What follows belongs to an exercise in optimizing a design on an open flow for small area, a short achievable clock period and few clock cycles per item; a production flow would make more cautious choices.
Function was checked by simulation only, so behaviour that the tests miss may differ from the original.
Power figures rest on the tool's default switching activity, not on a simulated workload.

## dict_decoder
module dict_decoder (
    input  wire        clk,
    input  wire        rst,
    input  wire        dict_we,
    input  wire [3:0]  dict_waddr,
    input  wire [31:0] dict_wdata,
    input  wire [4:0]  dict_size,
    input  wire        start,
    input  wire        in_valid,
    output wire        in_ready,
    input  wire [31:0] in_data,
    input  wire        in_last,
    output reg         out_valid,
    output reg  [31:0] out_data,
    output reg         done,
    output reg  [2:0]  fault_code
);
export LEC_CHECK = 0
export CAP_MARGIN = 20
export CORE_MARGIN = 2
export CORE_UTILIZATION = 55
export CTS_BUF_LIST = sky130_fd_sc_hd__clkbuf_16
export CTS_CLUSTER_DIAMETER = 100
export CTS_CLUSTER_SIZE = 30
export SLEW_MARGIN = 20
export TNS_END_PERCENT = 5
create_clock -name core_clock -period 12.0 [get_ports {clk}]
standard.sh (not shown) runs the stock make flow with config.mk's settings and CLKGATE_MAP_FILE= SYNTH_SCRIPT=/design/flow/synth_recipe.tcl, a recipe that flattens the netlist after the stock synthesis.
==> flow/flow/run.sh <==
#!/bin/bash
set -euo pipefail
bash standard.sh SETUP_SLACK_MARGIN=8.0 finish > standard.log 2>&1
Testbench counts at the start, summed over its fixed seeds: cycles 4,294, lines 4,015.
Edit:
Settings changed: CTS_BUF_LIST sky130_fd_sc_hd__clkbuf_16 to sky130_fd_sc_hd__clkbuf_4 sky130_fd_sc_hd__clkbuf_8, CTS_CLUSTER_DIAMETER 100 to default, CTS_CLUSTER_SIZE 30 to default.
Register-to-register slack loses 0.03 ns.
Total power grows by 7.8%.
Design area goes up by about 3.3%.
Maximum frequency falls by about 0.7%.
Edit:
==> flow/flow/run.sh (replaced) <==
#!/bin/bash
set -euo pipefail
bash standard.sh SETUP_SLACK_MARGIN=8.5 finish > standard.log 2>&1
Settings changed: CORE_UTILIZATION 55 to 40, CTS_BUF_LIST sky130_fd_sc_hd__clkbuf_4 sky130_fd_sc_hd__clkbuf_8 to default, TNS_END_PERCENT 5 to default.
Outcome:
- synthesized cell count stays the same
- sequential share of layout area goes down by 5.8 points
- first-iteration DRC count goes up by 7.8%
- die area goes up by 37%
- register-to-register slack is better by 0.55 ns
- via count goes up by 5.7%
- total power goes up by 20%
Edit:
Settings changed: CORE_UTILIZATION 40 to 55, CTS_BUF_LIST from default to sky130_fd_sc_hd__clkbuf_4 sky130_fd_sc_hd__clkbuf_8, TNS_END_PERCENT from default to 5.
Final cell count shrinks by 9.7%.
Clock skew grows by 0.011 ns.
Global-route usage grows by 9.6 points.
Die area shrinks by 27%.
Via count shrinks by about 4%.
Critical path depth stays the same.
Final area shrinks by 8.0%.
Worst setup slack degrades by 0.22 ns.
Non-clock buffer count shrinks by 175.
Clock power shrinks by about 17%.
Edit:
==> flow/flow/run.sh (replaced) <==
#!/bin/bash
# The standard layout, in two parts:
#  - timing repair aimed at a slack of 8.5 ns on the design's clock (so at
#    paths of about 3.5 ns); constraints are unchanged;
#  - after placement, each port's buffer (a slow delay cell that
#    buffer_ports picks) becomes a plain buf_2; every port keeps its buffer.
set -euo pipefail
M=8.5
RES=orfs/results/${FLOW_PLATFORM}/dict_decoder/base
bash standard.sh SETUP_SLACK_MARGIN=$M place > standard_place.log 2>&1
printf 'read_db %s\nsource flow/portbuf.tcl\nwrite_db %s\n' \
    "$RES/3_place.odb" "$RES/3_place.odb" > portbuf_run.tcl
openroad -no_init -exit portbuf_run.tcl > portbuf.log 2>&1
bash standard.sh SETUP_SLACK_MARGIN=$M finish > standard_finish.log 2>&1
==> flow/flow/portbuf.tcl (new file) <==
# Port buffers: buffer_ports places a slow delay buffer on each port; give
# each port a plain buffer instead (every port keeps its own buffer).
set db [ord::get_db]
set block [ord::get_db_block]
set new [$db findMaster sky130_fd_sc_hd__buf_2]
set n 0
foreach inst [$block getInsts] {
  set name [$inst getName]
  set m [[$inst getMaster] getName]
  if {$m eq "sky130_fd_sc_hd__clkdlybuf4s50_1" && [regexp {^(input|output)[0-9]+$} $name]} {
    $inst swapMaster $new
    incr n
  }
}
puts "port buffers swapped: $n"
Routed wire length stays flat.
Core utilization goes down by 1.3 points.
Final area goes down by about 2%.
Total power goes down by about 0.6%.
Die area stays the same.
Worst setup slack improved by 0.060 ns.
Register-to-register slack improved by 0.07 ns.

-- port drivers added, routing unchanged --
Ports are ideal in the flow. The routed layouts listed here were re-timed in OpenROAD. Step 1, drivers: a clkbuf_16 drives clk and a buf_2 each remaining input, both assumed. Step 2 moves the port delays by t, midway between the first and last clock arrival at a register: inputs arrive t later, outputs are due t later. That takes back most of the time a late clock gives input paths. Three values: no drivers, after step 1, after step 2; two values: the first two.
run	t, ns	setup WS [ns]	hold slack, ns	slew at the worst register clock pin (ns)	pins driven straight from the clock port
the first run	0.726	7.750 / 7.686 / 7.147	0.451 / 0.451 / 0.451	0.12 / 0.12	1
the second run	0.798	7.722 / 7.661 / 7.087	0.443 / 0.443 / 0.443	0.08 / 0.08	1
the third run	0.726	8.182 / 8.116 / 7.835	0.459 / 0.459 / 0.459	0.07 / 0.07	1
the fourth run	0.827	7.965 / 7.900 / 7.283	0.458 / 0.458 / 0.458	0.08 / 0.08	1
the fifth run	0.813	8.025 / 7.958 / 7.577	0.460 / 0.460 / 0.460	0.07 / 0.07	1
After both steps setup and hold are still met in every run listed. The setup slack of the fourth run, which loses most, moves by -0.065 ns with the drivers and by -0.682 ns with both steps.
